Source: an optimization exercise on an open RTL-to-GDS flow (aim: small area, a short achievable clock period and few clock cycles). Production flows keep margins and buffers that such runs may drop.
At most, simulation tests tie the RTL to the original design; equivalence was not proved.

v6:
==> flow/design.v <==
module montpow32 (
    input  wire        clk,
    input  wire        rst,       
    input  wire        start,     
    input  wire [1:0]  variant,
    input  wire [31:0] n,
    input  wire [31:0] ninv,
    input  wire [31:0] rmodn,
    input  wire [31:0] base,
    input  wire [31:0] exp,
    output wire        ready,
    output reg         done,
    output wire [31:0] result
);
    localparam integer K  = 4;
    localparam integer NC = 32 / K;
    localparam integer CW = (NC > 16) ? 5 : (NC > 8) ? 4 : (NC > 4) ? 3 : (NC > 2) ? 2 : 1;
    localparam [1:0] S_IDLE = 2'd0,
                     S_MUL  = 2'd1,    
                     S_SQ   = 2'd2,    
                     S_FIN  = 2'd3;    
    reg [1:0]    state;
    reg [CW-1:0] cnt;
    reg          pendm;     
    reg          pendc;     
    reg          fin_cp;    
    reg          ready_q;
    reg          fin_mul;   
    reg          first;     
    reg          qany;      
    reg [1:0]  var_q;
    reg [31:0] n_q;
    reg [31:0] res_q;
    reg [31:0] base_q;
    reg [31:0] k_q;
    reg [32:0] s_q;
    reg [32:0] c_q;
    reg           init;      
    reg  [K-1:0]  xd;        
    reg           q0;        
    wire [31:0]   xw   = (state == S_SQ) ? base_q : res_q;
    wire [CW-1:0] cnt1 = cnt + 1'b1;
    wire [K-1:0]  xd_cont = xw[cnt1*K +: K];    
    wire [32:0] ss [0:K];
    wire [32:0] cc [0:K];
    wire [K-1:0] qv;
    wire [K:0]   qc;    
    assign qc[0] = 1'b0;
    assign ss[0] = init ? 33'd0 : s_q;
    assign cc[0] = init ? 33'd0 : c_q;
    genvar gi;
    generate
        for (gi = 0; gi < K; gi = gi + 1) begin : g_step
            wire [33:0] s0 = {1'b0, ss[gi]};
            wire [33:0] c0 = {1'b0, cc[gi]};
            wire [33:0] a  = xd[gi] ? {2'b00, base_q} : 34'd0;
            wire [33:0] s1 = s0 ^ c0 ^ a;
            wire [33:0] m1 = (s0 & c0) | (s0 & a) | (c0 & a);
            wire [33:0] c1 = {m1[32:0], 1'b0};
            wire        q  = (gi == 0) ? q0 : qc[gi];
            if (gi + 1 < K) begin : g_qn
                assign qc[gi+1] = (s1[1] ^ m1[0] ^ (xd[gi+1] & base_q[0])) ^ (q & ~n_q[1]);
            end else begin : g_qk
                assign qc[gi+1] = s1[1] ^ m1[0] ^ (q & ~n_q[1]);
            end
            wire [33:0] b  = q ? {2'b00, n_q} : 34'd0;
            wire [33:0] s2 = s1 ^ c1 ^ b;
            wire [33:0] m2 = (s1 & c1) | (s1 & b) | (c1 & b);
            wire [33:0] c2 = {m2[32:0], 1'b0};
            assign qv[gi]    = q;
            assign ss[gi+1]  = s2[33:1];
            assign cc[gi+1]  = c2[33:1];
        end
    endgenerate
    wire [33:0] t  = {1'b0, s_q} + {1'b0, c_q};
    wire        e  = t[33];
    wire [33:0] o  = var_q[1] ? (qany ? 34'd0 : {2'b00, n_q}) : ~{2'b00, n_q};
    wire [33:0] us = {1'b0, s_q} ^ {1'b0, c_q} ^ o;
    wire [33:0] um = ({1'b0, s_q} & {1'b0, c_q}) | ({1'b0, s_q} & o) | ({1'b0, c_q} & o);
    wire [33:0] uc = {um[32:0], ~var_q[1]};
    wire [33:0] u  = us + uc;
    wire        use_u   = var_q[1] | ~(u[33] ^ e);
    wire [31:0] fin_res = use_u ? u[31:0] : t[31:0];
    assign ready  = ready_q;
    assign result = res_q;
    always @(posedge clk) begin
        s_q  <= ss[K];
        c_q  <= cc[K];
        qany <= (init ? 1'b0 : qany) | (|qv);
        init <= 1'b0;
        xd   <= xd_cont;
        q0   <= qc[K] ^ (xd_cont[0] & base_q[0]);
        if (rst) begin
            state   <= S_IDLE;
            ready_q <= 1'b1;
            done    <= 1'b0;
            pendm   <= 1'b0;
            pendc   <= 1'b0;
            cnt     <= {CW{1'b0}};
        end else begin
            done <= 1'b0;
            case (state)
                S_IDLE: begin
                    var_q  <= variant;
                    n_q    <= n;
                    base_q <= base;
                    res_q  <= rmodn;
                    k_q    <= exp;
                    first  <= 1'b1;
                    pendm  <= 1'b0;
                    pendc  <= 1'b0;
                    cnt    <= {CW{1'b0}};
                    init   <= 1'b1;
                    xd     <= (exp[0] & variant[1]) ? rmodn[K-1:0] : base[K-1:0];
                    q0     <= ((exp[0] & variant[1]) ? rmodn[0] : base[0]) & base[0];
                    if (start) begin
                        if (exp == 32'd0) begin
                            done <= 1'b1;
                        end else begin
                            ready_q <= 1'b0;
                            if (exp[0] & variant[1]) begin
                                state <= S_MUL;
                            end else begin
                                if (exp[0]) begin
                                    first <= 1'b0;
                                    pendc <= 1'b1;
                                end
                                if (exp[31:1] != 31'd0) begin
                                    state <= S_SQ;
                                end else begin
                                    state   <= S_FIN;
                                    fin_mul <= 1'b1;
                                    fin_cp  <= 1'b1;
                                end
                            end
                        end
                    end
                end
                S_MUL: begin
                    cnt <= cnt + 1'b1;
                    if (cnt == NC - 1) begin
                        cnt   <= {CW{1'b0}};
                        first <= 1'b0;
                        if (k_q[31:1] != 31'd0) begin
                            state <= S_SQ;
                            pendm <= 1'b1;
                            init  <= 1'b1;
                            xd    <= base_q[K-1:0];
                            q0    <= base_q[0];
                        end else begin
                            state   <= S_FIN;
                            fin_mul <= 1'b1;
                            fin_cp  <= 1'b0;
                        end
                    end
                end
                S_SQ: begin
                    if (pendm | pendc)
                        res_q <= pendc ? base_q : fin_res;
                    pendm <= 1'b0;
                    pendc <= 1'b0;
                    cnt <= cnt + 1'b1;
                    if (cnt == NC - 1) begin
                        cnt     <= {CW{1'b0}};
                        state   <= S_FIN;
                        fin_mul <= 1'b0;
                    end
                end
                S_FIN: begin
                    if (fin_mul) begin
                        res_q   <= fin_cp ? base_q : fin_res;
                        done    <= 1'b1;
                        ready_q <= 1'b1;
                        state   <= S_IDLE;
                    end else begin
                        base_q <= fin_res;
                        k_q    <= {1'b0, k_q[31:1]};
                        if (k_q[1] & ~(first & ~var_q[1])) begin
                            state <= S_MUL;
                            init  <= 1'b1;
                            xd    <= res_q[K-1:0];
                            q0    <= res_q[0] & fin_res[0];
                        end else begin
                            if (k_q[1]) begin
                                res_q <= fin_res;
                                first <= 1'b0;
                            end
                            if (k_q[31:2] != 30'd0) begin
                                state <= S_SQ;
                                init  <= 1'b1;
                                xd    <= fin_res[K-1:0];
                                q0    <= fin_res[0];
                            end else begin
                                done    <= 1'b1;
                                ready_q <= 1'b1;
                                state   <= S_IDLE;
                            end
                        end
                    end
                end
            endcase
        end
    end
endmodule
==> flow/config.mk <==
export PLATFORM = sky130hd
export DESIGN_NAME = montpow32
export DESIGN_NICKNAME = montpow32
export VERILOG_FILES = /design/flow/design.v
export SDC_FILE = /design/flow/constraint.sdc
export NUM_CORES = 4
export LEC_CHECK = 0
export CAP_MARGIN = 20
export CORE_MARGIN = 2
export CORE_UTILIZATION = 40
export SLEW_MARGIN = 20
==> flow/constraint.sdc <==
create_clock -name core_clock -period 15.0 [get_ports {clk}]
set_input_delay 3.0000 -clock core_clock [delete_from_list [all_inputs] [get_ports {clk}]]
set_output_delay 3.0000 -clock core_clock [all_outputs]
set_load 0.01 [all_outputs]
standard.sh (not shown) runs the stock make flow with config.mk's settings and CLKGATE_MAP_FILE= SYNTH_SCRIPT=/design/flow/synth_recipe.tcl, a recipe that flattens the netlist after the stock synthesis.
==> flow/flow/run.sh <==
#!/bin/bash
# Standard ORFS layout, with repair_timing aiming for extra setup slack.
set -euo pipefail
MARGIN=$(cat flow/margin.txt)
bash standard.sh SETUP_SLACK_MARGIN=$MARGIN finish > make_finish.log 2>&1
==> flow/flow/margin.txt <==
11
v6 has completed all stages; timing, DRC and antenna checks passed.
Setup changes, v6 to v7
--- a/flow/design.v
+++ b/flow/design.v
@@ -35,18 +35,17 @@
     reg [31:0] k_q;
     reg [32:0] s_q;
     reg [32:0] c_q;
     reg           init;      
     reg  [K-1:0]  xd;        
-    reg           q0;        
     wire [31:0]   xw   = (state == S_SQ) ? base_q : res_q;
     wire [CW-1:0] cnt1 = cnt + 1'b1;
     wire [K-1:0]  xd_cont = xw[cnt1*K +: K];    
     wire [32:0] ss [0:K];
     wire [32:0] cc [0:K];
     wire [K-1:0] qv;
-    wire [K:0]   qc;    
+    wire [K-1:0] qc;    
     assign qc[0] = 1'b0;
     assign ss[0] = init ? 33'd0 : s_q;
     assign cc[0] = init ? 33'd0 : c_q;
     genvar gi;
     generate
@@ -55,15 +54,13 @@
             wire [33:0] c0 = {1'b0, cc[gi]};
             wire [33:0] a  = xd[gi] ? {2'b00, base_q} : 34'd0;
             wire [33:0] s1 = s0 ^ c0 ^ a;
             wire [33:0] m1 = (s0 & c0) | (s0 & a) | (c0 & a);
             wire [33:0] c1 = {m1[32:0], 1'b0};
-            wire        q  = (gi == 0) ? q0 : qc[gi];
+            wire        q  = (gi == 0) ? s1[0] : qc[gi];
             if (gi + 1 < K) begin : g_qn
                 assign qc[gi+1] = (s1[1] ^ m1[0] ^ (xd[gi+1] & base_q[0])) ^ (q & ~n_q[1]);
-            end else begin : g_qk
-                assign qc[gi+1] = s1[1] ^ m1[0] ^ (q & ~n_q[1]);
             end
             wire [33:0] b  = q ? {2'b00, n_q} : 34'd0;
             wire [33:0] s2 = s1 ^ c1 ^ b;
             wire [33:0] m2 = (s1 & c1) | (s1 & b) | (c1 & b);
             wire [33:0] c2 = {m2[32:0], 1'b0};
@@ -87,11 +84,10 @@
         s_q  <= ss[K];
         c_q  <= cc[K];
         qany <= (init ? 1'b0 : qany) | (|qv);
         init <= 1'b0;
         xd   <= xd_cont;
-        q0   <= qc[K] ^ (xd_cont[0] & base_q[0]);
         if (rst) begin
             state   <= S_IDLE;
             ready_q <= 1'b1;
             done    <= 1'b0;
             pendm   <= 1'b0;
@@ -110,11 +106,10 @@
                     pendm  <= 1'b0;
                     pendc  <= 1'b0;
                     cnt    <= {CW{1'b0}};
                     init   <= 1'b1;
                     xd     <= (exp[0] & variant[1]) ? rmodn[K-1:0] : base[K-1:0];
-                    q0     <= ((exp[0] & variant[1]) ? rmodn[0] : base[0]) & base[0];
                     if (start) begin
                         if (exp == 32'd0) begin
                             done <= 1'b1;
                         end else begin
                             ready_q <= 1'b0;
@@ -144,11 +139,10 @@
                         if (k_q[31:1] != 31'd0) begin
                             state <= S_SQ;
                             pendm <= 1'b1;
                             init  <= 1'b1;
                             xd    <= base_q[K-1:0];
-                            q0    <= base_q[0];
                         end else begin
                             state   <= S_FIN;
                             fin_mul <= 1'b1;
                             fin_cp  <= 1'b0;
                         end
@@ -177,21 +171,19 @@
                         k_q    <= {1'b0, k_q[31:1]};
                         if (k_q[1] & ~(first & ~var_q[1])) begin
                             state <= S_MUL;
                             init  <= 1'b1;
                             xd    <= res_q[K-1:0];
-                            q0    <= res_q[0] & fin_res[0];
                         end else begin
                             if (k_q[1]) begin
                                 res_q <= fin_res;
                                 first <= 1'b0;
                             end
                             if (k_q[31:2] != 30'd0) begin
                                 state <= S_SQ;
                                 init  <= 1'b1;
                                 xd    <= fin_res[K-1:0];
-                                q0    <= fin_res[0];
                             end else begin
                                 done    <= 1'b1;
                                 ready_q <= 1'b1;
                                 state   <= S_IDLE;
                             end
Findings:
[v7 vs v6] synthesis-to-layout area growth: lower in v7. In the tables for v7 and v6, stage delay of the slowest cell on the critical path reads higher with v7. v7 vs. v6: mean number of vias per cell went up 1.5%.
Testbench counts of v7, summed over its fixed seeds: cycles 316,342.
The RTL of v6 was laid out without a check of its function.

-- afterwards: timing with drivers on the ports --
The results above use ideal ports. As a check the final layouts listed here were re-extracted and re-timed, cells and wires unchanged. Step 1 assumes that a clkbuf_16 drives the clock port and a buf_2 every other input. Step 2 also shifts input and output timing later by t, the mid clock arrival at the registers, as if the neighbouring blocks saw the same clock. a / b / c = ideal / step 1 / step 2; a / b = the first two.
| run | t (ns) | slack for setup (ns) | worst register clock-pin slew, ns |
|---|---|---|---|
| v6 | 0.657 | 9.764 / 9.764 / 9.764 | 0.07 / 0.07 |
| v7 | 0.636 | 9.610 / 9.610 / 9.610 | 0.06 / 0.06 |
After both steps setup and hold are still met in every run listed.
